Background: an optimization exercise with open tools, aiming at a short achievable clock period and few clock cycles per item. Do not read the settings as production practice. In this exercise RTL edits were held to simulation tests only and were not proved equivalent to the original. Power is estimated from default activity; no workload was simulated.

--- design/flow/run.sh ---
#!/bin/bash
# synth_recipe.tcl (not shown) runs the flow's synth.tcl, then flattens the netlist and writes it again
# the make line also repeats each setting of config.mk as NAME=value (left out here)
make -C /OpenROAD-flow-scripts/flow DESIGN_CONFIG=/design/flow/config.mk WORK_HOME=/design/flow/orfs CLKGATE_MAP_FILE= SYNTH_SCRIPT=/design/flow/synth_recipe.tcl finish
--- design/flow/constraint.sdc ---
create_clock -name core_clock -period 7.0 [get_ports {clk}]
set_input_delay 1.4000 -clock core_clock [delete_from_list [all_inputs] [get_ports {clk}]]
set_output_delay 1.4000 -clock core_clock [all_outputs]
set_load 0.01 [all_outputs]
--- design/flow/design.v ---
module py_rast (
    input  wire        clk,
    input  wire        rst,           
    input  wire        start,         
    input  wire        flip_screen,
    input  wire [15:0] clear_index,   
    input  wire [9:0]  fb_w,          
    input  wire [8:0]  fb_h,          
    input  wire [9:0]  clip_min_x,
    input  wire [9:0]  clip_max_x,
    input  wire [8:0]  clip_min_y,
    input  wire [8:0]  clip_max_y,
    output reg         busy,
    output reg         done,          
    output reg  [7:0]  result,        
    output reg  [11:0] ram_addr,
    input  wire [7:0]  ram_rdata,
    output reg  [13:0] rom_addr,
    input  wire [7:0]  rom_rdata,
    output reg         fb_we,
    output reg  [8:0]  fb_x,
    output reg  [7:0]  fb_y,
    output reg  [15:0] fb_data
);
    localparam NS = 16;              
    localparam [1:0] M_IDLE = 2'd0, M_CHECK = 2'd1, M_LOADY = 2'd2, M_RUN = 2'd3;
    localparam [1:0] L_IDLE = 2'd0, L_HIT = 2'd1, L_RUN = 2'd2, L_READY = 2'd3;
    localparam [1:0] O_LY = 2'd0, O_TILE = 2'd1, O_SPR = 2'd2;
    localparam [1:0] F_T = 2'd0, F_Y = 2'd1, F_PB = 2'd2, F_X = 2'd3;
    reg [1:0]  mode;
    reg        flip;
    reg [15:0] clr;
    reg [9:0]  fbw, cminx, cmaxx;
    reg [8:0]  fbh, cminy, cmaxy;
    reg [9:0]  cmaxx_m2;
    reg        one_px;               
    reg [7:0]  lb_last;
    reg [10:0] relk;                 
    reg        has_tiles;            
    reg [4:0]  tx0, tx1;             
    reg        rt0_v, rt1_v;
    reg [1:0]  rt0_o, rt1_o;
    reg [1:0]  rt0_f, rt1_f;         
    reg        rt0_a, rt1_a;         
    reg        rt0_last, rt1_last;
    reg        ot0_v, ot1_v;
    reg        ot0_t, ot1_t;         
    reg [2:0]  ot0_i, ot1_i;         
    reg [1:0]  ot0_s, ot1_s;         
    reg [8*128-1:0] ysr;
    reg [6:0]  ly_cnt;
    reg        ly_issue;
    reg        te_run;
    reg [7:0]  te_line;
    reg [4:0]  te_x;                 
    reg [2:0]  te_occ;               
    reg [1:0]  te_wp, te_rp;
    reg [5:0]  te_sh;                
    reg [4:0]  te_ac;                
    reg [4:0]  te_ar;
    reg [1:0]  te_as;
    reg [2:0]  te_ssy;               
    reg [7:0]  te_code;              
    reg [2:0]  te_csy;
    reg [1:0]  te_cs;
    reg [3:0]  tf_v;
    reg [8*4-1:0]  tf_attr;
    reg [32*4-1:0] tf_b;             
    reg [1:0]  lst;
    reg [7:0]  l_line;
    reg [9:0]  lbp;                  
    reg        l_first;
    reg        l_more;
    reg [4:0]  p_cnt;                
    reg [127:0] hitv;
    reg [15:0] gany;
    reg [47:0] glo;
    reg [6:0]  k_reg;
    reg        k_any;
    reg [1:0]  k_wait;
    reg        hc_v;
    reg [6:0]  hc_k;
    reg        f_busy;
    reg [1:0]  f_i;
    reg [6:0]  f_k;
    reg        nxt_v;
    reg [7:0]  nxt_t, nxt_pb, nxt_y, nxt_x;
    reg        cur_v;
    reg [5:0]  cur_t;
    reg [7:0]  cur_pb;
    reg [3:0]  cur_sy;
    reg [10:0] cur_rel;
    reg [2:0]  cur_n;
    reg [63:0] stg;                  
    reg [7:0]  cp_pb;
    reg [10:0] cp_rel;
    reg        cm_pend;
    reg [NS-1:0]    sh_v;
    reg [NS*64-1:0] sh_pat;
    reg [NS*8-1:0]  sh_pb;
    reg [NS*11-1:0] sh_rel;
    reg [NS-1:0]    ac_v;
    reg [NS*64-1:0] ac_pat;
    reg [NS*8-1:0]  ac_pb;
    reg [NS*11-1:0] ac_rel;
    reg             pb_ld;
    reg        o_act;
    reg [9:0]  ox;
    reg        o_last_r;
    reg [7:0]  o_line;
    reg        o_first, o_final;
    reg        q_v, q_first, q_flast;
    reg [8:0]  q_x;
    reg [7:0]  q_y;
    reg [3:0]  q_td;
    reg [7:0]  q_ta;
    reg        q_top;
    reg [NS*4-1:0] q_sd;
    reg [NS-1:0]   q_sop;
    wire fb_bad   = (fbw == 10'd0) || (fbw > 10'd512) ||
                    (fbh == 9'd0)  || (fbh > 9'd256);
    wire clip_bad = !(cminx < cmaxx && cmaxx <= fbw &&
                      cminy < cmaxy && cmaxy <= fbh);
    wire t_start   = (mode == M_RUN) && te_run && (te_occ != 3'd4) &&
                     !(te_sh[0] || te_sh[1] || te_sh[2]);
    wire t_ram     = t_start || te_sh[0];
    wire t_rom     = te_sh[2] || te_sh[3] || te_sh[4] || te_sh[5];
    wire [1:0] t_ri = te_sh[3] ? 2'd1 : te_sh[4] ? 2'd2 : te_sh[5] ? 2'd3 : 2'd0;
    wire       o_tile  = o_first && !ox[9] && !ox[8];
    wire [1:0] hd_s    = te_rp;
    wire       hd_v    = tf_v[hd_s];
    wire       adv     = o_act && (!o_tile || hd_v);
    wire       pop     = adv && o_tile && ((ox[2:0] == 3'd7) || o_last_r);
    wire       swap    = (lst == L_READY) && (!o_act || (adv && o_last_r));
    wire cur_fin   = cur_v && (cur_n == 3'd7) && !t_rom;
    wire consume   = nxt_v && (!cur_v || cur_fin);
    wire spr_ready = k_any && (k_wait == 2'd0);
    wire f_start   = (lst == L_RUN) && !f_busy && (!nxt_v || consume) &&
                     spr_ready && !p_cnt[4] && !t_ram;
    wire picks_end = p_cnt[4] || (!k_any && (k_wait == 2'd0));
    wire l_drained = picks_end && (k_wait == 2'd0) && !f_busy && !nxt_v && !cur_v &&
                     !(ot0_v && !ot0_t) && !(ot1_v && !ot1_t) && !cm_pend && !hc_v;
    reg [127:0] hit_now;
    integer hk;
    always @(*) begin
        for (hk = 0; hk < 128; hk = hk + 1)
            hit_now[hk] = ((lbp - {2'b00, ysr[hk*8 +: 8]}) >> 4) == 10'd0;
    end
    reg [15:0] ga_n;
    reg [47:0] gl_n;
    integer gg, gb;
    always @(*) begin
        for (gg = 0; gg < 16; gg = gg + 1) begin
            ga_n[gg] = |hitv[gg*8 +: 8];
            gl_n[gg*3 +: 3] = 3'd0;
            for (gb = 7; gb >= 0; gb = gb - 1)
                if (hitv[gg*8 + gb]) gl_n[gg*3 +: 3] = gb[2:0];
        end
    end
    reg [3:0] gsel;
    always @(*) begin
        gsel = 4'd0;
        for (gg = 15; gg >= 0; gg = gg - 1)
            if (gany[gg]) gsel = gg[3:0];
    end
    wire [3:0]  nty   = lbp[3:0] - (nxt_y[3:0] ^ {4{flip}});
    wire [3:0]  n_sy  = nty ^ {4{flip}};
    wire [10:0] n_rel = ({3'b000, nxt_x} ^ {11{~flip}}) + relk;
    wire [4:0] te_r  = te_line[7:3] ^ {5{flip}};
    wire [2:0] te_sy = te_line[2:0] ^ {3{flip}};
    wire [4:0] te_c  = te_x ^ {5{flip}};
    wire [31:0] hd_b  = tf_b[hd_s*32 +: 32];
    wire [2:0]  t_sx  = ox[2:0] ^ {3{flip}};
    wire [7:0]  t_lo  = t_sx[2] ? hd_b[23:16] : hd_b[7:0];
    wire [7:0]  t_hi  = t_sx[2] ? hd_b[31:24] : hd_b[15:8];
    wire [3:0]  t_d   = {t_hi[3 - t_sx[1:0]], t_hi[7 - t_sx[1:0]],
                         t_lo[3 - t_sx[1:0]], t_lo[7 - t_sx[1:0]]};
    reg [NS*4-1:0] s_d;
    reg [NS-1:0]   s_op;
    reg [3:0]  sx_i;
    reg [10:0] rel_i;
    reg [63:0] pat_i;
    reg [7:0]  lo_i, hi_i;
    integer si;
    always @(*) begin
        for (si = 0; si < NS; si = si + 1) begin
            rel_i = ac_rel[si*11 +: 11];
            pat_i = ac_pat[si*64 +: 64];
            sx_i  = rel_i[3:0] ^ {4{flip}};
            lo_i  = pat_i[sx_i[3:2]*16 +: 8];
            hi_i  = pat_i[sx_i[3:2]*16 + 8 +: 8];
            s_d[si*4 +: 4] = {hi_i[3 - sx_i[1:0]], hi_i[7 - sx_i[1:0]],
                              lo_i[3 - sx_i[1:0]], lo_i[7 - sx_i[1:0]]};
            s_op[si] = ac_v[si] && (rel_i[10:4] == 7'd0) && (s_d[si*4 +: 4] != 4'd0);
        end
    end
    reg        w_any;
    reg [11:0] w_val;
    integer wi;
    always @(*) begin
        w_any = 1'b0;
        w_val = 12'd0;
        for (wi = 0; wi < NS; wi = wi + 1)
            if (q_sop[wi]) begin
                w_any = 1'b1;
                w_val = {ac_pb[wi*8 +: 8], q_sd[wi*4 +: 4]};
            end
    end
    integer ai;
    always @(posedge clk) begin
        if (mode == M_IDLE && start) begin
            flip  <= flip_screen;
            clr   <= clear_index;
            fbw   <= fb_w;
            fbh   <= fb_h;
            cminx <= clip_min_x;
            cmaxx <= clip_max_x;
            cminy <= clip_min_y;
            cmaxy <= clip_max_y;
        end
        if (mode == M_CHECK) begin
            cmaxx_m2  <= cmaxx - 10'd2;
            one_px    <= (cmaxx - cminx) == 10'd1;
            lb_last   <= cmaxy[7:0] - 8'd1;
            relk      <= flip ? ({1'b0, cminx} - 11'd240) : ({1'b0, cminx} + 11'd1);
            has_tiles <= !cminx[9] && !cminx[8];
            tx0       <= cminx[7:3];
            tx1       <= (cmaxx > 10'd256) ? 5'd31 : ((cmaxx - 10'd1) >> 3);
        end
        if (rt1_v && rt1_o == O_LY)
            ysr <= {ram_rdata ^ {8{flip}}, ysr[8*128-1:8]};
        gany  <= ga_n;
        glo   <= gl_n;
        k_reg <= {gsel, glo[gsel*3 +: 3]};
        k_any <= |gany;
        if (t_start) begin
            te_ac  <= te_c;
            te_ar  <= te_r;
            te_as  <= te_wp;
            te_ssy <= te_sy;
        end
        if (rt1_v && rt1_o == O_TILE) begin
            if (!rt1_a) begin
                te_code <= ram_rdata;
                te_csy  <= te_ssy;
                te_cs   <= rt1_f;
            end else begin
                tf_attr[rt1_f*8 +: 8] <= ram_rdata;
            end
        end
        if (ot1_v && ot1_t)
            tf_b[{ot1_s, ot1_i[1:0]}*8 +: 8] <= rom_rdata;
        if (rt1_v && rt1_o == O_SPR) begin
            case (rt1_f)
                F_T:  nxt_t  <= ram_rdata;
                F_Y:  nxt_y  <= ram_rdata;
                F_PB: nxt_pb <= ram_rdata;
                default: nxt_x <= ram_rdata;
            endcase
        end
        if (consume) begin
            cur_t   <= nxt_t[5:0];
            cur_pb  <= nxt_pb;
            cur_sy  <= n_sy;
            cur_rel <= n_rel;
        end
        if (cur_v && !t_rom && cur_n == 3'd7) begin
            cp_pb  <= cur_pb;
            cp_rel <= cur_rel;
        end
        if (ot1_v && !ot1_t)
            stg[ot1_i*8 +: 8] <= rom_rdata;
        if (cm_pend) begin
            sh_pat <= {stg, sh_pat[NS*64-1:64]};
            sh_pb  <= {cp_pb, sh_pb[NS*8-1:8]};
            sh_rel <= {cp_rel, sh_rel[NS*11-1:11]};
        end
        if (swap) begin
            ac_pat <= sh_pat;
        end
        if (pb_ld)
            ac_pb <= sh_pb;
        if (swap) begin
            ac_rel <= sh_rel;
        end else if (adv) begin
            for (ai = 0; ai < NS; ai = ai + 1)
                ac_rel[ai*11 +: 11] <= ac_rel[ai*11 +: 11] + 11'd1;
        end
        q_x     <= ox[8:0];
        q_y     <= o_line;
        q_first <= o_first;
        q_flast <= o_final && o_last_r;
        q_td    <= t_d;
        q_ta    <= tf_attr[hd_s*8 +: 8];
        q_top   <= o_tile && (t_d != 4'd0);
        q_sd    <= s_d;
        q_sop   <= s_op;
    end
    always @(posedge clk) begin
        if (rst) begin
            mode     <= M_IDLE;
            busy     <= 1'b0;
            done     <= 1'b0;
            result   <= 8'd0;
            fb_we    <= 1'b0;
            fb_x     <= 9'd0;
            fb_y     <= 8'd0;
            fb_data  <= 16'd0;
            ram_addr <= 12'd0;
            rom_addr <= 14'd0;
            rt0_v    <= 1'b0;
            rt1_v    <= 1'b0;
            rt0_o    <= 2'd0;
            rt1_o    <= 2'd0;
            rt0_f    <= 2'd0;
            rt1_f    <= 2'd0;
            rt0_a    <= 1'b0;
            rt1_a    <= 1'b0;
            rt0_last <= 1'b0;
            rt1_last <= 1'b0;
            ot0_v    <= 1'b0;
            ot1_v    <= 1'b0;
            ot0_t    <= 1'b0;
            ot1_t    <= 1'b0;
            ot0_i    <= 3'd0;
            ot1_i    <= 3'd0;
            ot0_s    <= 2'd0;
            ot1_s    <= 2'd0;
            ly_cnt   <= 7'd0;
            ly_issue <= 1'b0;
            te_run   <= 1'b0;
            te_line  <= 8'd0;
            te_x     <= 5'd0;
            te_occ   <= 3'd0;
            te_wp    <= 2'd0;
            te_rp    <= 2'd0;
            te_sh    <= 6'd0;
            tf_v     <= 4'd0;
            lst      <= L_IDLE;
            l_line   <= 8'd0;
            lbp      <= 10'd0;
            l_first  <= 1'b0;
            l_more   <= 1'b0;
            p_cnt    <= 5'd0;
            hitv     <= 128'd0;
            k_wait   <= 2'd0;
            hc_v     <= 1'b0;
            hc_k     <= 7'd0;
            f_busy   <= 1'b0;
            f_i      <= 2'd0;
            f_k      <= 7'd0;
            nxt_v    <= 1'b0;
            cur_v    <= 1'b0;
            cur_n    <= 3'd0;
            cm_pend  <= 1'b0;
            sh_v     <= {NS{1'b0}};
            ac_v     <= {NS{1'b0}};
            pb_ld    <= 1'b0;
            o_act    <= 1'b0;
            ox       <= 10'd0;
            o_last_r <= 1'b0;
            o_line   <= 8'd0;
            o_first  <= 1'b0;
            o_final  <= 1'b0;
            q_v      <= 1'b0;
        end else begin
            done  <= 1'b0;
            fb_we <= 1'b0;
            rt0_v <= 1'b0;
            rt1_v <= rt0_v;
            rt1_o <= rt0_o;
            rt1_f <= rt0_f;
            rt1_a <= rt0_a;
            rt1_last <= rt0_last;
            ot0_v <= 1'b0;
            ot1_v <= ot0_v;
            ot1_t <= ot0_t;
            ot1_i <= ot0_i;
            ot1_s <= ot0_s;
            case (mode)
                M_IDLE: begin
                    if (start) begin
                        busy <= 1'b1;
                        mode <= M_CHECK;
                    end
                end
                M_CHECK: begin
                    if (fb_bad) begin
                        result <= 8'h02;
                        done   <= 1'b1;
                        busy   <= 1'b0;
                        mode   <= M_IDLE;
                    end else if (clip_bad) begin
                        result <= 8'h03;
                        done   <= 1'b1;
                        busy   <= 1'b0;
                        mode   <= M_IDLE;
                    end else begin
                        result   <= 8'h00;
                        ly_cnt   <= 7'd0;
                        ly_issue <= 1'b1;
                        mode     <= M_LOADY;
                    end
                end
                M_LOADY: begin
                    if (ly_issue) begin
                        ram_addr <= {1'b1, 2'b00, ly_cnt[6], ly_cnt[5:0], 2'b10};
                        rt0_v    <= 1'b1;
                        rt0_o    <= O_LY;
                        rt0_last <= (ly_cnt == 7'd127);
                        ly_cnt   <= ly_cnt + 7'd1;
                        if (ly_cnt == 7'd127) ly_issue <= 1'b0;
                    end
                    if (rt1_v && rt1_last) begin
                        mode    <= M_RUN;
                        l_line  <= cminy[7:0];
                        lbp     <= {2'b00, cminy[7:0]} + (flip ? 10'd15 : 10'd0);
                        lst     <= L_HIT;
                        te_run  <= has_tiles;
                        te_line <= cminy[7:0];
                        te_x    <= tx0;
                        te_occ  <= 3'd0;
                        te_wp   <= 2'd0;
                        te_rp   <= 2'd0;
                        tf_v    <= 4'd0;
                        sh_v    <= {NS{1'b0}};
                    end
                end
                default: ;
            endcase
            te_sh <= {te_sh[4:0], t_start};
            if (t_start) begin
                ram_addr <= {2'b00, te_r, te_c};
                rt0_v    <= 1'b1;
                rt0_o    <= O_TILE;
                rt0_a    <= 1'b0;
                rt0_f    <= te_wp;
                rt0_last <= 1'b0;
                te_wp    <= te_wp + 2'd1;
                if (te_x == tx1) begin
                    te_x    <= tx0;
                    te_line <= te_line + 8'd1;
                    if (te_line == lb_last) te_run <= 1'b0;
                end else begin
                    te_x <= te_x + 5'd1;
                end
            end else if (te_sh[0]) begin
                ram_addr <= {2'b01, te_ar, te_ac};
                rt0_v    <= 1'b1;
                rt0_o    <= O_TILE;
                rt0_a    <= 1'b1;
                rt0_f    <= te_as;
                rt0_last <= 1'b0;
            end
            if (t_rom) begin
                rom_addr <= {1'b0, t_ri[0], te_code, t_ri[1], te_csy};
                ot0_v    <= 1'b1;
                ot0_t    <= 1'b1;
                ot0_i    <= {1'b0, t_ri};
                ot0_s    <= te_cs;
            end
            if (ot1_v && ot1_t && ot1_i[1:0] == 2'd3)
                tf_v[ot1_s] <= 1'b1;
            if (pop) begin
                tf_v[te_rp] <= 1'b0;
                te_rp <= te_rp + 2'd1;
            end
            te_occ <= te_occ + (t_start ? 3'd1 : 3'd0) - (pop ? 3'd1 : 3'd0);
            if (k_wait != 2'd0) k_wait <= k_wait - 2'd1;
            if (lst == L_HIT) begin
                hitv    <= hit_now;
                k_wait  <= 2'd3;
                p_cnt   <= 5'd0;
                l_first <= 1'b1;
                lst     <= L_RUN;
            end
            hc_v <= f_start;
            hc_k <= k_reg;
            if (hc_v) hitv[hc_k] <= 1'b0;
            if (f_start) begin
                f_busy   <= 1'b1;
                f_i      <= 2'd1;
                f_k      <= k_reg;
                k_wait   <= 2'd3;
                p_cnt    <= p_cnt + 5'd1;
                ram_addr <= {1'b1, 2'b00, k_reg[6], k_reg[5:0], 2'b00};
                rt0_v    <= 1'b1;
                rt0_o    <= O_SPR;
                rt0_f    <= F_T;
                rt0_a    <= 1'b0;
                rt0_last <= 1'b0;
            end else if (f_busy && f_i != 2'd0 && !t_ram) begin
                rt0_v <= 1'b1;
                rt0_o <= O_SPR;
                rt0_a <= 1'b0;
                case (f_i)
                    2'd1: begin
                        ram_addr <= {1'b1, 2'b00, f_k[6], f_k[5:0], 2'b10};
                        rt0_f    <= F_Y;
                        rt0_last <= 1'b0;
                    end
                    2'd2: begin
                        ram_addr <= {1'b1, 2'b00, f_k[6], f_k[5:0], 2'b01};
                        rt0_f    <= F_PB;
                        rt0_last <= 1'b0;
                    end
                    default: begin
                        ram_addr <= {1'b1, 2'b00, f_k[6], f_k[5:0], 2'b11};
                        rt0_f    <= F_X;
                        rt0_last <= 1'b1;
                    end
                endcase
                f_i <= f_i + 2'd1;
            end
            if (rt1_v && rt1_o == O_SPR && rt1_last) begin
                nxt_v  <= 1'b1;
                f_busy <= 1'b0;
            end
            if (cur_v && !t_rom) begin
                rom_addr <= {1'b1, cur_n[0], cur_t, cur_sy[3], cur_n[2:1], cur_sy[2:0]};
                ot0_v    <= 1'b1;
                ot0_t    <= 1'b0;
                ot0_i    <= cur_n;
                cur_n    <= cur_n + 3'd1;
                if (cur_n == 3'd7) cur_v <= 1'b0;
            end
            if (consume) begin
                cur_v <= 1'b1;
                cur_n <= 3'd0;
                nxt_v <= 1'b0;
            end
            cm_pend <= ot1_v && !ot1_t && (ot1_i == 3'd7);
            if (cm_pend)
                sh_v <= {1'b1, sh_v[NS-1:1]};
            if (lst == L_RUN && l_drained) begin
                lst    <= L_READY;
                l_more <= k_any;
            end
            pb_ld <= swap;
            q_v   <= adv;
            if (adv) begin
                ox <= ox + 10'd1;
                o_last_r <= (ox == cmaxx_m2);
                if (o_last_r) begin
                    o_act    <= 1'b0;
                    o_last_r <= 1'b0;
                end
            end
            if (swap) begin
                o_act    <= 1'b1;
                ox       <= cminx;
                o_last_r <= one_px;
                o_line   <= l_line;
                o_first  <= l_first;
                o_final  <= (l_line == lb_last) && !l_more;
                ac_v     <= sh_v;
                sh_v     <= {NS{1'b0}};
                p_cnt    <= 5'd0;
                if (l_more) begin
                    l_first <= 1'b0;
                    lst     <= L_RUN;
                end else if (l_line == lb_last) begin
                    lst     <= L_IDLE;
                end else begin
                    l_line  <= l_line + 8'd1;
                    lbp     <= lbp + 10'd1;
                    lst     <= L_HIT;
                end
            end
            if (q_v) begin
                fb_we   <= q_first || w_any;
                fb_x    <= q_x;
                fb_y    <= q_y;
                fb_data <= w_any ? {4'd0, w_val} : (q_top ? {4'd0, q_ta, q_td} : clr);
                if (q_flast) begin
                    done <= 1'b1;
                    busy <= 1'b0;
                    mode <= M_IDLE;
                end
            end
        end
    end
endmodule
--- design/flow/config.mk ---
export PLATFORM = sky130hd
export DESIGN_NAME = py_rast
export DESIGN_NICKNAME = py_rast
export VERILOG_FILES = /design/flow/design.v
export SDC_FILE = /design/flow/constraint.sdc
export NUM_CORES = 4
export LEC_CHECK = 0
export ABC_CLOCK_PERIOD_IN_PS = 3000
export CAP_MARGIN = 20
export CORE_MARGIN = 2
export CORE_UTILIZATION = 55
export SETUP_SLACK_MARGIN = 3.8
export SLEW_MARGIN = 20
==> metrics.log, run 1 <==
[metrics] number of top-level pins: 163
[metrics] most common library cell in the layout ignoring fill and taps: edfxtp_1
[metrics] combined buffer and inverter count along the critical path: 2
[metrics] clock transition at the register clock pins on the worst setup and hold paths after CTS: 0.06 ns
[metrics] maximum cell stage delay along the critical path: 0.61 ns
[metrics] ratio of total power to cell area: 256.1 nW/um2
[metrics] post-DP HPWL: 355.9 mm
[metrics] number of buffers between clock root and the deepest sink: 4
[metrics] highest net fanout along the worst path: 168
[metrics] largest cells by area after synthesis: edfxtp_1 62%, ha_1 6.3%, dfxtp_1 5.5%
[metrics] Maximum Capacitance Violations: 0
[metrics] clock sink count: 4673
[metrics] post-synthesis instance total: 14120
[metrics] sequential element share of the synthesized area: 0.6756
[metrics] post-route ant nets: 0
[metrics] CP Data Arrival Time: 3.82 ns
[metrics] kind of start point of the critical path: flip-flop
[metrics] share of Yosys cell area claimed by the top area cell type: 0.6202
[metrics] relative area change from synthesis to final layout: 12.48%
[metrics] setup repair after global routing missed its margin: true
[metrics] cell area after synthesis: 199500 um2
[metrics] initial antenna violation count: 16
[metrics] required time reported for the critical path endpoint: 7.61 ns
[metrics] post-detailed-placement cell area: 207200 um2
[metrics] Synth Register Bits: 4673
[metrics] share of the core filled with cells in the final layout: 0.6205
[metrics] number of hold violations in the final report: 0
[metrics] via count of the first global-routing pass: 117500
[metrics] kind of cell with the highest combined delay on the critical path: simple AND/OR/NAND/NOR gates
[metrics] biggest area consumer among synthesized cells: edfxtp_1
[metrics] GP Congestion: 0.9768
[metrics] Synth cell types: 89
[metrics] source of the worst hold timing path: o_line[4]$_SDFFE_PP0P_
[metrics] critical setup path kind: flip-flop to flip-flop
[metrics] count of synthesis-stage warnings from yosys: 1
[metrics] number of remaining DRC errors: 0
[metrics] number of vias after detailed routing: 118600
[metrics] Die Span Y: 606.3 um
[metrics] fraction of layout instances using a drive strength above 1: 0.1002
[metrics] total CTS buffers: 470
[metrics] Clock Latency Late Sink: 1.01 ns
[metrics] starting density of the core: 0.5517
[metrics] largest net degree at the start of global routing: 234
[metrics] number of failing setup endpoints in the final timing report: 0
[metrics] Max H-tree Level: 5
[metrics] fraction of the cycle the final worst path needs: 0.4578
[metrics] largest registers: ac_pat: 1024 flops, sh_pat: 1024 flops, ysr: 1024 flops
[metrics] largest clock skew in the final design: 0.06822 ns
[metrics] cell with the largest stage delay on the worst path: buf_12
[metrics] routed wire length: 516.7 mm
[metrics] Placement Rows: 221
[metrics] Relative slew margins: 0.2118
[metrics] final-layout fill cell count: 26790
[metrics] asr flop ratio synth: 0
[metrics] vias per cell: 5.990
[metrics] total global routing track utilization: 0.2759
[metrics] Peak Freq: 312.0 MHz
[metrics] core area: 361700 um2
[metrics] width of the chip: 606.3 um
[metrics] IR drop worst, VDD: 0.2862 mV
[metrics] die area: 367600 um2
[metrics] Pre-antenna DRT Iters: 8
[metrics] Lkg Pwr: 84.92 nW
[metrics] iteration-0 DRC count of the detailed router: 11600
[metrics] count of flip-flops with a built-in enable after synthesis: 4121
[metrics] type of destination of the critical path: flip-flop
[metrics] final critical path time including I/O delays and setup: 3.205 ns
[metrics] launch point of the critical path: ox[8]$_SDFFE_PP0P_
[metrics] max-slew violations: 0
[metrics] average size of a mapped cell: 14.13 um2
[metrics] commonest non-fill, non-tap cells in the layout: 4121 x edfxtp_1, 1171 x inv_1, 1050 x nand2_1
[metrics] startpoint of the worst register-to-register path: ox[8]$_SDFFE_PP0P_
[metrics] status: no timing/DRC/antenna violations
[metrics] routed len/inst: 26.10 um
[metrics] CTS Hold Buffers Added: 0
[metrics] type of the worst min-delay path: flip-flop to flip-flop
[metrics] aggregate global routing overflow: 0
[metrics] Net count, final: 15690
[metrics] Root Buffer Master: clkbuf_16
[metrics] Finished Cell Area: 224400 um2
[metrics] wire length of the first global-routing pass: 754.3 mm
[metrics] count of port buffers added during placement: 156
[metrics] Worst Tran Pin Value: 1.178 ns
[metrics] TritonCTS clock tree: yes
[metrics] Post-synth top flop: edfxtp_1
[metrics] summed negative setup slack over all endpoints: 0 ns
[metrics] cell-by-cell listing of the critical path: or3b_1, o21ai_1, nand2_1, nand3_4, inv_16, buf_12
-- power breakdown --
group          total, mW  leakage, nW  switching [mW]  internal [mW]
sequential          30.4         39.5           0.256           30.2
clock               25.1         7.52            10.7           14.4
combinational       1.98         38.0            1.29          0.697
total               57.5         84.9            12.2           45.2
-- metrics by stage --
| step | hold slack, ns | setup WS [ns] | cells | total power, mW |
|---|---|---|---|---|
| floorplan | 0.3290 | -9.197 | 14120 | 32.18 |
| global placement | 0.3376 | 2.989 | 18820 | 32.84 |
| detailed placement | 0.3429 | 2.930 | 18820 | 32.88 |
| CTS | 0.3502 | 3.731 | 19740 | 57.84 |
| global route | 0.3640 | 3.619 | 19790 | 59.10 |
| finish | 0.3511 | 3.795 | 19800 | 57.47 |
-- worst reg2reg max path, cell delays in order, from the launching register on --
cell,delay [ns]
dfxtp_1,0.43
or3b_1,0.27
o21ai_1,0.11
nand2_1,0.34
nand3_4,0.31
inv_16,0.29
buf_12,0.81
-- cell families after synthesis --
logic type | synth area share
multiplexers | 0.04808
other | 0.00001879
AND/OR/NAND/NOR | 0.07253
flip-flops | 0.6756
XOR/XNOR | 0.02181
buffers and inverters | 0.03203
AO/OA/AOI/OAI | 0.08628
adder cells (fa/ha/maj) | 0.06365
-- cells in the mapped netlist, drive strengths merged (97+ instances only) --
cell type	instances
a21boi	97
a21oi	571
a221oi	208
a22o	99
a32oi	105
and3	102
buf	154
clkbuf	286
dfxtp	552
edfxtp	4121
ha	1007
inv	1175
mux2	113
mux2i	451
mux4	169
nand2	1053
nand2b	228
nand3	174
nand4	154
nor2	644
nor2b	128
nor3	160
nor4	104
o211ai	97
o21ai	696
xnor2	236
xor2	221
-- area by class of cell --
cell class	count	area, um2	share of cell area
diodes	13	32.53	0.0001450
clock buffers	607	12750	0.05683
clock inverters	271	2638	0.01175
inverters	1177	4442	0.01979
multi-input cells	7834	58990	0.2628
flip-flops and latches	4673	134900	0.6011
well taps	4794	5998	0.02673
repair buffers	426	4664	0.02078
repair inverters	1	8.758	0.00003903
-- routing by layer --
| layer | wire (um) | track usage |
|---|---|---|
| met5 | 0 | 0 |
| met1 | 220900 | 0.3837 |
| met4 | 19830 | 0.1018 |
| met3 | 32190 | 0.03737 |
| met2 | 243800 | 0.4458 |
-- worst paths after layout --
check	end	slack, ns	cells past startpoint
max reg2reg	ac_pat[918]$_DFFE_PP_	3.80	6
min reg2reg	q_y[4]$_DFF_P_	0.35	0
min	q_y[4]$_DFF_P_	0.35	0
max	ac_pat[918]$_DFFE_PP_	3.80	6
-- what timing repair did --
item / in CTS / in global routing
cloned: 7 / 8
endpoints found under the setup margin: 1395 / 717
resized for setup: 207 / 72
pin swaps: 3 / 6
buffers inserted: 32 / 36
Testbench counts, summed over its fixed seeds: cycles 1,487,431, frames 24.
==> run 2, diff against run 1 <==
--- a/design/flow/design.v
+++ b/design/flow/design.v
@@ -32,8 +32,7 @@
     reg [15:0] clr;
     reg [9:0]  fbw, cminx, cmaxx;
     reg [8:0]  fbh, cminy, cmaxy;
-    reg [9:0]  cmaxx_m2;
-    reg        one_px;               
+    reg [9:0]  wm1;                  
     reg [7:0]  lb_last;
     reg [10:0] relk;                 
     reg        has_tiles;            
@@ -69,6 +68,9 @@
     reg [1:0]  lst;
     reg [7:0]  l_line;
     reg [9:0]  lbp;                  
+    reg [4:0]  h_hi, h_lo;           
+    reg [3:0]  h_l;
+    reg        h_pend;               
     reg        l_first;
     reg        l_more;
     reg [4:0]  p_cnt;                
@@ -95,6 +97,11 @@
     reg [7:0]  cp_pb;
     reg [10:0] cp_rel;
     reg        cm_pend;
+    reg signed [10:0] sp_min, sp_max;
+    reg [1:0]  rdy_cnt;
+    reg [9:0]  ps_ms, ps_me;
+    reg [9:0]  ps_ox0, ps_pm1;
+    reg        ps_one;
     reg [NS-1:0]    sh_v;
     reg [NS*64-1:0] sh_pat;
     reg [NS*8-1:0]  sh_pb;
@@ -107,6 +114,7 @@
     reg        o_act;
     reg [9:0]  ox;
     reg        o_last_r;
+    reg [9:0]  o_pm1;                
     reg [7:0]  o_line;
     reg        o_first, o_final;
     reg        q_v, q_first, q_flast;
@@ -131,7 +139,7 @@
     wire       hd_v    = tf_v[hd_s];
     wire       adv     = o_act && (!o_tile || hd_v);
     wire       pop     = adv && o_tile && ((ox[2:0] == 3'd7) || o_last_r);
-    wire       swap    = (lst == L_READY) && (!o_act || (adv && o_last_r));
+    wire       swap    = (lst == L_READY) && (rdy_cnt == 2'd0) && (!o_act || (adv && o_last_r));
     wire cur_fin   = cur_v && (cur_n == 3'd7) && !t_rom;
     wire consume   = nxt_v && (!cur_v || cur_fin);
     wire spr_ready = k_any && (k_wait == 2'd0);
@@ -144,7 +152,8 @@
     integer hk;
     always @(*) begin
         for (hk = 0; hk < 128; hk = hk + 1)
-            hit_now[hk] = ((lbp - {2'b00, ysr[hk*8 +: 8]}) >> 4) == 10'd0;
+            hit_now[hk] = ((ysr[hk*8 + 4 +: 4] == h_hi) && (ysr[hk*8 +: 4] <= h_l)) ||
+                          ((ysr[hk*8 + 4 +: 4] == h_lo) && (ysr[hk*8 +: 4] >  h_l));
     end
     reg [15:0] ga_n;
     reg [47:0] gl_n;
@@ -169,8 +178,21 @@
     wire [4:0] te_r  = te_line[7:3] ^ {5{flip}};
     wire [2:0] te_sy = te_line[2:0] ^ {3{flip}};
     wire [4:0] te_c  = te_x ^ {5{flip}};
+    reg [63:0] stg_s;
+    integer rp, rq, rb0, rb1;
+    always @(*) begin
+        for (rp = 0; rp < 16; rp = rp + 1)
+            for (rq = 0; rq < 4; rq = rq + 1) begin
+                rb0 = 16*(rp/4) + ((rq >= 2) ? 8 : 0) + ((rq % 2) ? 3 : 7) - (rp % 4);
+                rb1 = 16*((15-rp)/4) + ((rq >= 2) ? 8 : 0) + ((rq % 2) ? 3 : 7) - ((15-rp) % 4);
+                stg_s[rb0] = flip ? stg[rb1] : stg[rb0];
+            end
+    end
+    wire [7:0] rom_tf = flip ? {rom_rdata[4], rom_rdata[5], rom_rdata[6], rom_rdata[7],
+                                rom_rdata[0], rom_rdata[1], rom_rdata[2], rom_rdata[3]}
+                             : rom_rdata;
     wire [31:0] hd_b  = tf_b[hd_s*32 +: 32];
-    wire [2:0]  t_sx  = ox[2:0] ^ {3{flip}};
+    wire [2:0]  t_sx  = ox[2:0];
     wire [7:0]  t_lo  = t_sx[2] ? hd_b[23:16] : hd_b[7:0];
     wire [7:0]  t_hi  = t_sx[2] ? hd_b[31:24] : hd_b[15:8];
     wire [3:0]  t_d   = {t_hi[3 - t_sx[1:0]], t_hi[7 - t_sx[1:0]],
@@ -186,7 +208,7 @@
         for (si = 0; si < NS; si = si + 1) begin
             rel_i = ac_rel[si*11 +: 11];
             pat_i = ac_pat[si*64 +: 64];
-            sx_i  = rel_i[3:0] ^ {4{flip}};
+            sx_i  = rel_i[3:0];
             lo_i  = pat_i[sx_i[3:2]*16 +: 8];
             hi_i  = pat_i[sx_i[3:2]*16 + 8 +: 8];
             s_d[si*4 +: 4] = {hi_i[3 - sx_i[1:0]], hi_i[7 - sx_i[1:0]],
@@ -219,8 +241,7 @@
             cmaxy <= clip_max_y;
         end
         if (mode == M_CHECK) begin
-            cmaxx_m2  <= cmaxx - 10'd2;
-            one_px    <= (cmaxx - cminx) == 10'd1;
+            wm1       <= cmaxx - cminx - 10'd1;
             lb_last   <= cmaxy[7:0] - 8'd1;
             relk      <= flip ? ({1'b0, cminx} - 11'd240) : ({1'b0, cminx} + 11'd1);
             has_tiles <= !cminx[9] && !cminx[8];
@@ -229,6 +250,9 @@
         end
         if (rt1_v && rt1_o == O_LY)
             ysr <= {ram_rdata ^ {8{flip}}, ysr[8*128-1:8]};
+        h_hi <= lbp[8:4];
+        h_lo <= lbp[8:4] - 5'd1;
+        h_l  <= lbp[3:0];
         gany  <= ga_n;
         glo   <= gl_n;
         k_reg <= {gsel, glo[gsel*3 +: 3]};
@@ -249,7 +273,7 @@
             end
         end
         if (ot1_v && ot1_t)
-            tf_b[{ot1_s, ot1_i[1:0]}*8 +: 8] <= rom_rdata;
+            tf_b[{ot1_s, ot1_i[1:0]}*8 +: 8] <= rom_tf;
         if (rt1_v && rt1_o == O_SPR) begin
             case (rt1_f)
                 F_T:  nxt_t  <= ram_rdata;
@@ -270,8 +294,31 @@
         end
         if (ot1_v && !ot1_t)
             stg[ot1_i*8 +: 8] <= rom_rdata;
+        if (swap) begin
+            sp_min <= 11'sd1023;
+            sp_max <= -11'sd1024;
+        end else if (cm_pend) begin
+            if (-$signed(cp_rel) < sp_min) sp_min <= -$signed(cp_rel);
+            if (-$signed(cp_rel) > sp_max) sp_max <= -$signed(cp_rel);
+        end
+        if (rdy_cnt == 2'd2) begin
+            if (l_first) begin
+                ps_ms <= 10'd0;
+                ps_me <= wm1;
+            end else begin
+                ps_ms <= (sp_min < 0) ? 10'd0 :
+                         (sp_min > $signed({1'b0, wm1})) ? wm1 : sp_min[9:0];
+                ps_me <= (sp_max + 11'sd15 > $signed({1'b0, wm1})) ? wm1 :
+                         (sp_max + 11'sd15 < 0) ? 10'd0 : sp_max[9:0] + 10'd15;
+            end
+        end
+        if (rdy_cnt == 2'd1) begin
+            ps_ox0 <= cminx + ps_ms;
+            ps_pm1 <= cminx + ((ps_me < ps_ms) ? ps_ms : ps_me) - 10'd1;
+            ps_one <= (ps_me <= ps_ms);
+        end
         if (cm_pend) begin
-            sh_pat <= {stg, sh_pat[NS*64-1:64]};
+            sh_pat <= {stg_s, sh_pat[NS*64-1:64]};
             sh_pb  <= {cp_pb, sh_pb[NS*8-1:8]};
             sh_rel <= {cp_rel, sh_rel[NS*11-1:11]};
         end
@@ -281,7 +328,8 @@
         if (pb_ld)
             ac_pb <= sh_pb;
         if (swap) begin
-            ac_rel <= sh_rel;
+            for (ai = 0; ai < NS; ai = ai + 1)
+                ac_rel[ai*11 +: 11] <= sh_rel[ai*11 +: 11] + {1'b0, ps_ms};
         end else if (adv) begin
             for (ai = 0; ai < NS; ai = ai + 1)
                 ac_rel[ai*11 +: 11] <= ac_rel[ai*11 +: 11] + 11'd1;
@@ -341,7 +389,9 @@
             lbp      <= 10'd0;
             l_first  <= 1'b0;
             l_more   <= 1'b0;
+            h_pend   <= 1'b0;
             p_cnt    <= 5'd0;
+            rdy_cnt  <= 2'd0;
             hitv     <= 128'd0;
             k_wait   <= 2'd0;
             hc_v     <= 1'b0;
@@ -416,6 +466,7 @@
                         l_line  <= cminy[7:0];
                         lbp     <= {2'b00, cminy[7:0]} + (flip ? 10'd15 : 10'd0);
                         lst     <= L_HIT;
+                        h_pend  <= 1'b1;
                         te_run  <= has_tiles;
                         te_line <= cminy[7:0];
                         te_x    <= tx0;
@@ -453,7 +504,7 @@
                 rt0_last <= 1'b0;
             end
             if (t_rom) begin
-                rom_addr <= {1'b0, t_ri[0], te_code, t_ri[1], te_csy};
+                rom_addr <= {1'b0, t_ri[0], te_code, t_ri[1] ^ flip, te_csy};
                 ot0_v    <= 1'b1;
                 ot0_t    <= 1'b1;
                 ot0_i    <= {1'b0, t_ri};
@@ -467,7 +518,9 @@
             end
             te_occ <= te_occ + (t_start ? 3'd1 : 3'd0) - (pop ? 3'd1 : 3'd0);
             if (k_wait != 2'd0) k_wait <= k_wait - 2'd1;
-            if (lst == L_HIT) begin
+            if (lst == L_HIT && h_pend) begin
+                h_pend  <= 1'b0;
+            end else if (lst == L_HIT) begin
                 hitv    <= hit_now;
                 k_wait  <= 2'd3;
                 p_cnt   <= 5'd0;
@@ -532,15 +585,17 @@
             cm_pend <= ot1_v && !ot1_t && (ot1_i == 3'd7);
             if (cm_pend)
                 sh_v <= {1'b1, sh_v[NS-1:1]};
+            if (rdy_cnt != 2'd0) rdy_cnt <= rdy_cnt - 2'd1;
             if (lst == L_RUN && l_drained) begin
-                lst    <= L_READY;
-                l_more <= k_any;
+                lst     <= L_READY;
+                l_more  <= k_any;
+                rdy_cnt <= 2'd2;
             end
             pb_ld <= swap;
             q_v   <= adv;
             if (adv) begin
                 ox <= ox + 10'd1;
-                o_last_r <= (ox == cmaxx_m2);
+                o_last_r <= (ox == o_pm1);
                 if (o_last_r) begin
                     o_act    <= 1'b0;
                     o_last_r <= 1'b0;
@@ -548,8 +603,9 @@
             end
             if (swap) begin
                 o_act    <= 1'b1;
-                ox       <= cminx;
-                o_last_r <= one_px;
+                ox       <= ps_ox0;
+                o_last_r <= ps_one;
+                o_pm1    <= ps_pm1;
                 o_line   <= l_line;
                 o_first  <= l_first;
                 o_final  <= (l_line == lb_last) && !l_more;
@@ -565,6 +621,7 @@
                     l_line  <= l_line + 8'd1;
                     lbp     <= lbp + 10'd1;
                     lst     <= L_HIT;
+                    h_pend  <= 1'b1;
                 end
             end
             if (q_v) begin
==> design/flow/config.mk (replaced) <==
export PLATFORM = sky130hd
export DESIGN_NAME = py_rast
export DESIGN_NICKNAME = py_rast
export VERILOG_FILES = /design/flow/design.v
export SDC_FILE = /design/flow/constraint.sdc
export NUM_CORES = 4
export LEC_CHECK = 0
export ABC_CLOCK_PERIOD_IN_PS = 2800
export CAP_MARGIN = 20
export CORE_MARGIN = 2
export CORE_UTILIZATION = 60
export SETUP_SLACK_MARGIN = 3.9
export SLEW_MARGIN = 20
==> run 2 against run 1 <==
Net effect:
- sequential share of layout area rose by 0.45 points
- non-clock buffer count up 2
- final cell count fell by 6.4%
- via count down 3.4%
- total power rose by 3.0%
- die area down 7.3%
- routed wire length decreased by 2.1%
- hold slack better by 0.012 ns
- largest cell class unchanged
==> metrics.log, run 2 <==
[metrics] status: no timing/DRC/antenna violations
[metrics] Max H-tree Level: 5 (unchanged)
[metrics] kind of start point of the critical path: flip-flop
[metrics] share of the core filled with cells in the final layout: 0.6784 (+0.05786)
[metrics] routed wire length: 505.9 mm (-2.1%)
[metrics] CTS Hold Buffers Added: 0 (unchanged)
[metrics] maximum cell stage delay along the critical path: 0.41 ns (-0.20 ns)
[metrics] vias per cell: 6.185 (+3.3%)
[metrics] wire length on met1: 195.7 mm (-11%)
[metrics] initial antenna violation count: 16 (unchanged)
[metrics] critical setup path kind: flip-flop to flip-flop
[metrics] commonest non-fill, non-tap cells in the layout: 4171 x edfxtp_1, 1035 x xnor2_1, 857 x ha_1
[metrics] count of port buffers added during placement: 156 (unchanged)
[metrics] Net count, final: 14710 (-6.2%)
[metrics] post-detailed-placement cell area: 208900 um2 (+0.82%)
[metrics] cell area after synthesis: 201700 um2 (+1.1%)
[metrics] fraction of layout instances using a drive strength above 1: 0.1200 (+0.01979)
[metrics] Highest Signal Layer: met5
[metrics] ratio of total power to cell area: 261.4 nW/um2 (+2.1%)
[metrics] final-layout fill cell count: 22580 (-16%)
[metrics] met3 wirelength from detailed routing: 26.88 mm (-16%)
[metrics] core area: 334000 um2 (-7.7%)
[metrics] total global routing track utilization: 0.2920 (+0.01610)
[metrics] via count of the first global-routing pass: 116300 (-0.99%)
[metrics] clock transition at the register clock pins on the worst setup and hold paths after CTS: 0.06 ns (about the same)
[metrics] routed len/inst: 27.30 um (+4.6%)
[metrics] width of the chip: 583.8 um (-3.7%)
[metrics] post-synthesis instance total: 13320 (-5.7%)
[metrics] aggregate global routing overflow: 0 (unchanged)
[metrics] Non-Filler Instances: 18530 (-6.4%)
[metrics] highest net fanout along the worst path: 3 (-98%)
[metrics] setup repair after global routing missed its margin: true
[metrics] iteration-0 DRC count of the detailed router: 10480 (-9.7%)
[metrics] number of remaining DRC errors: 0 (unchanged)
[metrics] Multi-input gate area: 62130 um2 (+5.3%)
[metrics] largest registers: ac_pat: 1024 flops, sh_pat: 1024 flops, ysr: 1024 flops
[metrics] total CTS buffers: 472 (+0.43%)
[metrics] metal2 WL: 257.2 mm (+5.5%)
[metrics] combined buffer and inverter count along the critical path: 3 (+1)
[metrics] type of destination of the critical path: flip-flop
[metrics] number of hold violations in the final report: 0 (unchanged)
[metrics] IR drop worst, VDD: 0.2143 mV (-25%)
[metrics] count of synthesis-stage warnings from yosys: 1 (unchanged)
[metrics] most common library cell in the layout ignoring fill and taps: edfxtp_1
[metrics] Root Buffer Master: clkbuf_16
[metrics] kind of cell with the highest combined delay on the critical path: adder cells
[metrics] post-DP HPWL: 333.7 mm (-6.3%)
[metrics] TritonCTS clock tree: yes
[metrics] Placement Rows: 212 (-4.1%)
[metrics] Maximum Capacitance Violations: 0 (unchanged)
[metrics] GP Congestion: 0.8837 (-9.5%)
[metrics] largest cells by area after synthesis: edfxtp_1 62%, dfxtp_1 5.9%, ha_1 5.4%
[metrics] die area: 340800 um2 (-7.3%)
[metrics] CP Data Arrival Time: 4.55 ns (+0.73 ns)
[metrics] required time reported for the critical path endpoint: 7.68 ns (+0.07 ns)
[metrics] max-slew violations: 0 (unchanged)
[metrics] Post-synth top cells: 4171 x edfxtp_1, 1042 x xnor2_1, 868 x ha_1, 611 x nor2_1, 591 x dfxtp_1
[metrics] number of failing setup endpoints in the final timing report: 0 (unchanged)
[metrics] Lkg Pwr: 75.53 nW (-11%)
[metrics] Clock Latency Late Sink: 1.01 ns (about the same)
[metrics] clock sink count: 4762 (+1.9%)
[metrics] sequential element share of the synthesized area: 0.6796 (+0.003985)
[metrics] Synth Register Bits: 4762 (+1.9%)
[metrics] largest clock skew in the final design: 0.09444 ns (+0.02622 ns)
[metrics] cell with the largest stage delay on the worst path: fa_2
[metrics] number of buffers between clock root and the deepest sink: 4 (unchanged)
[metrics] fraction of the cycle the final worst path needs: 0.5535 (+0.09564)
[metrics] biggest area consumer among synthesized cells: edfxtp_1
[metrics] Die Span Y: 583.8 um (-3.7%)
[metrics] asr flop ratio synth: 0 (unchanged)
[metrics] share of Yosys cell area claimed by the top area cell type: 0.6209 (+0.0007149)
[metrics] Post-synth top flop: edfxtp_1
[metrics] cell count after placement: 17550 (-6.8%)
[metrics] type of the worst min-delay path: flip-flop to flip-flop
[metrics] cell-by-cell listing of the critical path: inv_2, ha_4, nor2b_4, o21ai_2, nand2b_1, a21oi_2, o21ai_2, a21oi_1, o21ai_1, buf_6, mux2i_1, ha_1, inv_2, ha_4, fa_2, a21oi_2, nor2_2, nor2_2, nor2b_1, o21ai_2, a21oi_2, xnor2_1, xnor2_1
[metrics] largest net degree at the start of global routing: 210 (-10%)
[metrics] relative area change from synthesis to final layout: 12.31%
[metrics] Synth cell types: 79 (-11%)
[metrics] summed negative setup slack over all endpoints: 0 ns (unchanged)
[metrics] number of top-level pins: 163 (unchanged)
[metrics] top-count cell post-synth: edfxtp_1
[metrics] starting density of the core: 0.6040 (+0.05235)
[metrics] final critical path time including I/O delays and setup: 3.874 ns (+0.6695 ns)
[metrics] Peak Freq: 258.1 MHz (-17%)
[metrics] Pre-antenna DRT Iters: 6 (-2)
[metrics] number of vias after detailed routing: 114600 (-3.4%)
[metrics] Worst Tran Pin Value: 1.129 ns (-0.04864 ns)
[metrics] post-route ant nets: 0 (unchanged)
[metrics] Relative slew margins: 0.2407 (+0.02889)
[metrics] wire length of the first global-routing pass: 742.7 mm (-1.5%)
[metrics] FF+latch area: 137200 um2 (+1.7%)
[metrics] average size of a mapped cell: 15.15 um2 (+7.2%)
[metrics] count of flip-flops with a built-in enable after synthesis: 4171 (+1.2%)
[metrics] Finished Cell Area: 226500 um2 (+0.94%)
[run 2: cell count changes after synthesis, moves of 204 or more]
cell / change
inv_1: -728
mux2i_1: -353
mux4_2: +204
nand2_1: -601
nand3_1: +281
o21ai_0: -227
xnor2_1: +812
[run 2: area by class of cell]
| type | count | area share |
|---|---|---|
| timing repair buffer | 428 | 0.01956 |
| tap | 4387 | 0.02423 |
| timing repair inverter | 1 | 0.00003866 |
| inverter | 450 | 0.007815 |
| clock inverter | 245 | 0.01082 |
| sequential | 4762 | 0.6055 |
| multi-input combinational | 7611 | 0.2742 |
| antenna | 8 | 0.00008837 |
| clock buffer | 637 | 0.05767 |
[run 2: final timing paths]
kind | start | endpoint | slack [ns] | depth (start not counted)
setup / recovery | ps_ms[1]$_SDFFCE_PP0N_ | ps_pm1[9]$_DFFE_PP_ | 3.13 | 23
hold / removal | sh_pat[694]$_DFFE_PP_ | ac_pat[694]$_DFFE_PP_ | 0.36 | 0
setup reg to reg | ps_ms[1]$_SDFFCE_PP0N_ | ps_pm1[9]$_DFFE_PP_ | 3.13 | 23
hold reg to reg | sh_pat[694]$_DFFE_PP_ | ac_pat[694]$_DFFE_PP_ | 0.36 | 0
[run 2: kinds of logic (layout without fill, tap and decap cells)]
logic type                 Yosys count  in the layout  synth area share
buffers and inverters              954           1761           0.01840
xor gates and xnor gates          1423           1423           0.06179
DFF                               4762           4762            0.6796
muxes                              545            545           0.05064
and+or+nand+nor                   2693           2696           0.06636
AOI/OAI and AO/OA                 2048           2050           0.06708
adders and majority gates          891            891           0.05612
other                                1             14        0.00001859
[run 2: what timing repair did]
| action | CTS | global route |
|---|---|---|
| pin swaps | 33 | 56 |
| gates cloned | 9 | 7 |
| endpoints found under the setup margin | 1354 | 788 |
| setup buffers | 34 | 40 |
| endpoints found under the hold margin | 0 | 0 |
| resized for setup | 276 | 136 |
[run 2: power by group]
part           internal (mW)  switching [mW]  total [mW]
Combinational          0.964            1.72        2.68
Clock                   14.5            10.8        25.2
Sequential              30.9           0.378        31.3
Total                   46.3            12.9        59.2
[run 2: worst register-to-register path, delay by kind of cell, from the launching register on]
kind                     cells  cell delay, ns
multiplexers                 1            0.13
adder cells (fa/ha/maj)      4            1.08
XOR/XNOR                     2            0.27
AND/OR/NAND/NOR              5            0.45
AO/OA/AOI/OAI                8            1.01
buffers and inverters        3            0.29
flip-flops                   1            0.40
[run 2: routing by layer]
layer | GRT usage | vias up
met4 | 0.1323 | 8
met3 | 0.03697 | 1049
li1 | - | 51750
met5 | 0 | -
met2 | 0.5105 | 3701
met1 | 0.3638 | 58090
[run 2: through the flow]
step / hold WS, ns / total power, mW / setup WS, ns
2_1_floorplan: 0.3290 / 33.28 / -9.197
3_3_place_gp: 0.3608 / 34.32 / 2.158
3_5_place_dp: 0.3817 / 34.36 / 2.355
4_1_cts: 0.3562 / 59.48 / 3.101
5_1_grt: 0.3676 / 60.84 / 2.915
6_report: 0.3634 / 59.22 / 3.126
Testbench counts of run 2, summed over its fixed seeds: cycles 1,484,443, frames 24.

what the ideal ports hide:
The results above use ideal ports. As a check the final layouts listed here were re-extracted and re-timed, cells and wires unchanged.
Step 1 (the two cells are an assumption about what drives the block):
set clk [get_ports {clk}]
set_driving_cell -lib_cell sky130_fd_sc_hd__clkbuf_16 $clk
set_driving_cell -lib_cell sky130_fd_sc_hd__buf_2 [delete_from_list [all_inputs] $clk]
Step 2 adds t to the input delays and takes it off the output delays; t is the mean of the earliest and latest rising clock arrival at the registers after step 1. Input paths then give back, and output paths get back, about the clock's delay inside the block.
Slacks: ideal ports / drivers / drivers and shift; pairs: ideal ports / drivers.
run	shift t [ns]	slack for setup (ns)	worst setup path at the end	worst data-port slew with drivers (ns)	pins driven straight from the clock port
run 1	1.085	3.795 / 3.763 / 3.521	input to register	0.21	1
run 2	1.089	3.126 / 3.126 / 3.100	input to register	0.24	1
After both steps setup and hold are still met in every run listed. The setup slack of run 1, which loses most, moves by -0.032 ns with the drivers and by -0.274 ns with both steps.
